Context: an optimization exercise on an open-source flow, tuned for small area. The choices shown serve that exercise and are no tape-out recipe. In this exercise RTL edits were held to simulation tests only and were not proved equivalent to the original. The clock port is modelled as an ideal driver; clocking choices that lean on that would not hold on a real chip. Power figures rest on the tool's default switching activity, not on a simulated workload.

==> inputs of quartz <==
Design lcd_ctrl, start of the top module:
module lcd_ctrl(clk, rst, rq_valid, rq_data, rq_ready, status, map_pixel, map_raw, adc_req, adc_ack, adc_data, lcd_cs, lcd_cd, lcd_sclk, lcd_mosi);
  input clk;
  wire clk;
  input rst;
  wire rst;
  input rq_valid;
  wire rq_valid;
  input [7:0] rq_data;
  wire [7:0] rq_data;
  output rq_ready;
  wire rq_ready;
  output [7:0] status;
  wire [7:0] status;
  output [15:0] map_pixel;
  wire [15:0] map_pixel;
  output [10:0] map_raw;
  reg [10:0] map_raw;
  output adc_req;
  wire adc_req;
  input adc_ack;
  wire adc_ack;
  input [10:0] adc_data;
  wire [10:0] adc_data;
  output lcd_cs;
  reg lcd_cs;
  output lcd_cd;
  reg lcd_cd;
  output lcd_sclk;
  reg lcd_sclk;
  output lcd_mosi;
  reg lcd_mosi;
  wire [2:0] _0000_;
  wire _0001_;
  wire _0002_;
  wire [7:0] _0003_;
  wire _0004_;
  wire _0005_;
  wire _0006_;
  wire _0007_;
  wire _0008_;
  wire _0009_;
  wire _0010_;
  wire _0011_;
  wire _0012_;
  wire _0013_;
  wire _0014_;
  wire _0015_;
  wire _0016_;
  wire _0017_;
  wire _0018_;
  wire _0019_;
  wire _0020_;
  wire _0021_;
  wire _0022_;
  wire _0023_;
  wire _0024_;
  wire _0025_;
  wire _0026_;
  wire _0027_;
  wire _0028_;
  wire _0029_;
  wire _0030_;
  wire _0031_;
  wire _0032_;
  wire _0033_;
  wire _0034_;
  wire _0035_;
  wire _0036_;
  wire _0037_;
  wire _0038_;
  wire _0039_;
  wire _0040_;
  wire _0041_;
  wire _0042_;
  wire _0043_;
  wire _0044_;
  wire _0045_;
  wire _0046_;
  wire _0047_;
  wire _0048_;
  wire _0049_;
  wire _0050_;
  wire _0051_;
  wire _0052_;
  wire _0053_;
  wire _0054_;
  wire _0055_;
  wire _0056_;
  wire _0057_;
  wire _0058_;
  wire _0059_;
  wire _0060_;
  wire _0061_;
  wire _0062_;
  wire _0063_;
  wire _0064_;
  wire _0065_;
  wire _0066_;
  wire _0067_;
  wire _0068_;
  wire _0069_;
  wire _0070_;
  wire _0071_;
  wire _0072_;
  ...
export LEC_CHECK = 0
export ABC_AREA = 1
export CAP_MARGIN = 20
export CORE_MARGIN = 2
export CORE_UTILIZATION = 40
export SLEW_MARGIN = 20
create_clock -name core_clock -period 20.0 [get_ports {clk}]
standard.sh (not shown) runs the stock make flow with config.mk's settings and CLKGATE_MAP_FILE= SYNTH_SCRIPT=/design/flow/synth_recipe.tcl, a recipe that flattens the netlist after the stock synthesis.
==> flow/flow/run.sh <==
#!/bin/bash
# Layout flow: the standard ORFS flow (standard.sh: unchanged synthesis,
# floorplan, power grid, tap cells, placement, routing), with three layout
# choices changed:
#  - after synthesis, the logic between the registers is mapped again with an
#    area-oriented ABC script (flow/remap.py, flow/remap.abc); the registers
#    keep the standard synthesis's instances, names and cell types;
#  - the input and output port buffers are sky130_fd_sc_hd__buf_1 cells
#    (buffer_ports -buffer_cell), the smallest buffer;
#  - clock tree synthesis uses sky130_fd_sc_hd__clkbuf_8 buffers and inserts
#    no dummy loads (clock_tree_synthesis -dont_use_dummy_load).
# Logs, one per tool run, in the work folder: flow_synth.log (standard.sh
# synth), flow_remap.log (Yosys/ABC re-mapping), flow_finish.log (standard.sh
# to the end); each ORFS step also writes its full log under orfs/logs/.
set -euo pipefail
cd "$(dirname "$0")/.."
export BUFFER_PORTS_ARGS="-buffer_cell sky130_fd_sc_hd__buf_1"
export CTS_ARGS="-sink_clustering_enable -repair_clock_nets -dont_use_dummy_load -buf_list sky130_fd_sc_hd__clkbuf_8 -sink_clustering_size 30 -sink_clustering_max_diameter 150 -sink_clustering_buffer sky130_fd_sc_hd__clkbuf_8"
bash standard.sh synth > flow_synth.log 2>&1
R=orfs/results/${FLOW_PLATFORM}/lcd_ctrl/base
LIB=${FLOW_HOME}/platforms/${FLOW_PLATFORM}/lib/sky130_fd_sc_hd__tt_025C_1v80.lib
YOSYS=${FLOW_HOME}/../tools/install/yosys/bin/yosys
cp $R/1_2_yosys.v flow_synth_netlist.v
python3 flow/remap.py "$LIB" "${FLOW_HOME}/platforms/${FLOW_PLATFORM}/config.mk" flow_synth_netlist.v flow_remap.v flow/remap.abc > flow_remap.ys
$YOSYS -l flow_remap.log -q -s flow_remap.ys > /dev/null 2>&1
# keep only the top module (the flip-flop and tie cells are library cells)
python3 - <<'PY'
import re
s = open('flow_remap.v.all').read()
m = re.search(r'^module lcd_ctrl\b.*?^endmodule', s, re.S | re.M)
open('flow_remap.v', 'w').write(m.group(0) + '\n')
PY
cp flow_remap.v $R/1_2_yosys.v
rm -f $R/1_synth.odb $R/1_synth.sdc
bash standard.sh finish > flow_finish.log 2>&1
test -f out/final.def
Other scripts of this flow, unchanged in this note and not shown: flow/flow/remap.abc, flow/flow/remap.py
==> raven: changes against quartz <==
--- a/flow/flow/run.sh
+++ b/flow/flow/run.sh
@@ -17,3 +17,3 @@
 export BUFFER_PORTS_ARGS="-buffer_cell sky130_fd_sc_hd__buf_1"
-export CTS_ARGS="-sink_clustering_enable -repair_clock_nets -dont_use_dummy_load -buf_list sky130_fd_sc_hd__clkbuf_8 -sink_clustering_size 30 -sink_clustering_max_diameter 150 -sink_clustering_buffer sky130_fd_sc_hd__clkbuf_8"
+export CTS_ARGS="-repair_clock_nets -dont_use_dummy_load -buf_list sky130_fd_sc_hd__clkbuf_8"
 bash standard.sh synth > flow_synth.log 2>&1
==> results.txt <==
- Routed wire length is the same in raven and quartz.
- In core utilization, raven and quartz do not differ.
- In first-iteration DRC count, raven and quartz do not differ.
- Die area is the same in quartz and raven.
- In hold slack, quartz and raven do not differ.
- Critical path depth is the same in quartz and raven.
- In via count, raven and quartz do not differ.
- Global-route usage is the same in quartz and raven.
- In cell area, raven and quartz do not differ.

========
==> xenon <==
Another version of the RTL of lcd_ctrl (not shown whole).
export LEC_CHECK = 0
export ABC_AREA = 1
export CAP_MARGIN = 20
export CORE_MARGIN = 2
export CORE_UTILIZATION = 40
export SLEW_MARGIN = 20
create_clock -name core_clock -period 20.0 [get_ports {clk}]
==> flow/flow/run.sh <==
#!/bin/bash
# Layout flow: the standard ORFS flow (standard.sh: unchanged synthesis,
# floorplan, power grid, tap cells, placement, routing), with three layout
# choices changed:
#  - after synthesis, the logic between the registers is mapped again with an
#    area-oriented ABC script (flow/remap.py, flow/remap.abc); the registers
#    keep the standard synthesis's instances, names and cell types;
#  - the input and output port buffers are sky130_fd_sc_hd__buf_1 cells
#    (buffer_ports -buffer_cell), the smallest buffer;
#  - clock tree synthesis uses sky130_fd_sc_hd__clkbuf_8 buffers and inserts
#    no dummy loads (clock_tree_synthesis -dont_use_dummy_load).
# Logs, one per tool run, in the work folder: flow_synth.log (standard.sh
# synth), flow_remap.log (Yosys/ABC re-mapping), flow_finish.log (standard.sh
# to the end); each ORFS step also writes its full log under orfs/logs/.
set -euo pipefail
cd "$(dirname "$0")/.."
export BUFFER_PORTS_ARGS="-buffer_cell sky130_fd_sc_hd__buf_1"
export CTS_ARGS="-sink_clustering_enable -repair_clock_nets -dont_use_dummy_load -buf_list sky130_fd_sc_hd__clkbuf_8"
bash standard.sh synth > flow_synth.log 2>&1
R=orfs/results/${FLOW_PLATFORM}/lcd_ctrl/base
LIB=${FLOW_HOME}/platforms/${FLOW_PLATFORM}/lib/sky130_fd_sc_hd__tt_025C_1v80.lib
YOSYS=${FLOW_HOME}/../tools/install/yosys/bin/yosys
cp $R/1_2_yosys.v flow_synth_netlist.v
python3 flow/remap.py "$LIB" "${FLOW_HOME}/platforms/${FLOW_PLATFORM}/config.mk" flow_synth_netlist.v flow_remap.v flow/remap.abc > flow_remap.ys
$YOSYS -l flow_remap.log -q -s flow_remap.ys > /dev/null 2>&1
# keep only the top module (the flip-flop and tie cells are library cells)
python3 - <<'PY'
import re
s = open('flow_remap.v.all').read()
m = re.search(r'^module lcd_ctrl\b.*?^endmodule', s, re.S | re.M)
open('flow_remap.v', 'w').write(m.group(0) + '\n')
PY
cp flow_remap.v $R/1_2_yosys.v
rm -f $R/1_synth.odb $R/1_synth.sdc
bash standard.sh finish > flow_finish.log 2>&1
test -f out/final.def
==> flow/flow/remap.abc <==
strash
dch
amap
strash
dch
amap
topo
==> flow/flow/remap.py <==
# Writes the Yosys script that re-maps the logic between the registers of
# ORFS's synthesised netlist: the flip-flops and tie cells stay as they are
# (same instances, names and cell types); every other cell is read as its
# liberty function and the logic is mapped again by ABC with an area-oriented
# script (remap.abc, dch + amap).
import sys, re
lib, cfg, netin, netout, abc = sys.argv[1:6]
txt = open(cfg).read()
m = re.search(r'DONT_USE_CELLS \+=(.*?)\n\s*\n', txt, re.S)
dont = [c for c in re.split(r'[\s\\]+', m.group(1)) if c.startswith('sky130')] if m else []
du = ' '.join('-dont_use ' + c for c in dont)
keep = 'sky130_fd_sc_hd__dfxtp_1 sky130_fd_sc_hd__edfxtp_1 sky130_fd_sc_hd__conb_1'
net = open(netin).read()
seq = sorted(set(re.findall(r'\b(sky130_fd_sc_hd__\w*(?:df|dl|sdf|conb)\w*)\s', net)))
keep = ' '.join(seq)
print(f"""read_liberty -ignore_miss_func {lib}
read_verilog {netin}
hierarchy -top lcd_ctrl
setattr -mod -set keep_hierarchy 1 {keep}
flatten
opt_clean -purge
abc -script {abc} -liberty {lib} {du}
opt_clean -purge
hilomap -singleton -hicell sky130_fd_sc_hd__conb_1 HI -locell sky130_fd_sc_hd__conb_1 LO
insbuf -buf sky130_fd_sc_hd__buf_4 A X
rename -enumerate
opt_clean -purge
select -module lcd_ctrl
stat -liberty {lib}
select -clear
write_verilog -noattr -selected {netout}.all
""")
==> indigo (differences from xenon) <==
==> flow/run.sh (new file) <==
#!/bin/bash
# synth_recipe.tcl (not shown) runs the flow's synth.tcl, then flattens the netlist and writes it again
# the make line also repeats each setting of config.mk as NAME=value (left out here)
make -C /OpenROAD-flow-scripts/flow DESIGN_CONFIG=/design/flow/config.mk WORK_HOME=/design/flow/orfs CLKGATE_MAP_FILE= SYNTH_SCRIPT=/design/flow/synth_recipe.tcl finish
Settings changed: CTS_BUF_LIST set to sky130_fd_sc_hd__clkbuf_4 sky130_fd_sc_hd__clkbuf_8, CTS_CLUSTER_DIAMETER set to 60, CTS_CLUSTER_SIZE set to 16.
removed: flow/flow/run.sh
removed: flow/flow/remap.abc
removed: flow/flow/remap.py
removed: flow/standard.sh
==> comparison <==
Maximum frequency: indigo is smaller than xenon (6.1%).
Of indigo and xenon, indigo has the higher register-to-register slack (gap 2.5 ns).
Against indigo, the sequential share of layout area of xenon is higher by 5.6 points.
Count of clock-buffer cells in the layout is the same in xenon and indigo.
Against indigo, the area after synthesis of xenon is smaller by 8.2%.
==> figures <==
|  | xenon | indigo |
|---|---|---|
| Final hold slack | 0.406 ns | 0.422 ns |
| Post-Layout Cell Count | 1493 | 1668 |
| Share of final-layout standard cells stronger than drive strength 1 | 1.88% | 5.88% |
| Buffering overhead | 2.12% | 4.43% |
| Total internal power | 641 uW | 736 uW |
| Capture endpoint of the worst hold path | g_fb_2[7] | g_fb_2[1] |
| Clock insertion delay at the later pin of the skew report | 0.48 ns | 0.49 ns |
| Hold wc startpoint | g_fb_3[7] | g_fb_3[1] |
| CP max-delay cell | dfxtp_1 | clkdlybuf4s50_1 |
| Post-placement cell count | 1476 | 1636 |
| Clock slew seen by the registers of the worst setup and hold paths | 0.10 ns | 0.11 ns |
| Run status | timing/DRC/antenna clean | timing/DRC/antenna clean |

-- static timing again, ports no longer ideal --
Ports are ideal in the flow. The routed layouts listed here were re-timed in OpenROAD. Step 1 (the two cells are an assumption about what drives the block):
set clk [get_ports {clk}]
set_driving_cell -lib_cell sky130_fd_sc_hd__clkbuf_16 $clk
set_driving_cell -lib_cell sky130_fd_sc_hd__buf_2 [delete_from_list [all_inputs] $clk]
Step 2 adds t to the input delays and takes it off the output delays; t is the mean of the earliest and latest rising clock arrival at the registers after step 1. Input paths then give back, and output paths get back, about the clock's delay inside the block. Slacks: ideal ports / drivers / drivers and shift; pairs: ideal ports / drivers.
| run | t, ns | setup slack, ns | worst slew at a driven data input, ns |
|---|---|---|---|
| quartz | 0.492 | 11.273 / 11.233 / 11.291 | 0.06 |
| raven | 0.492 | 11.273 / 11.233 / 11.291 | 0.06 |
| xenon | 0.504 | 11.174 / 11.132 / 11.409 | 0.04 |
| indigo | 0.522 | 10.598 / 10.575 / 10.575 | 0.06 |
After both steps every run listed still meets setup and hold. The setup slack of indigo, which loses most, moves by -0.023 ns with the drivers and by -0.023 ns with both steps.
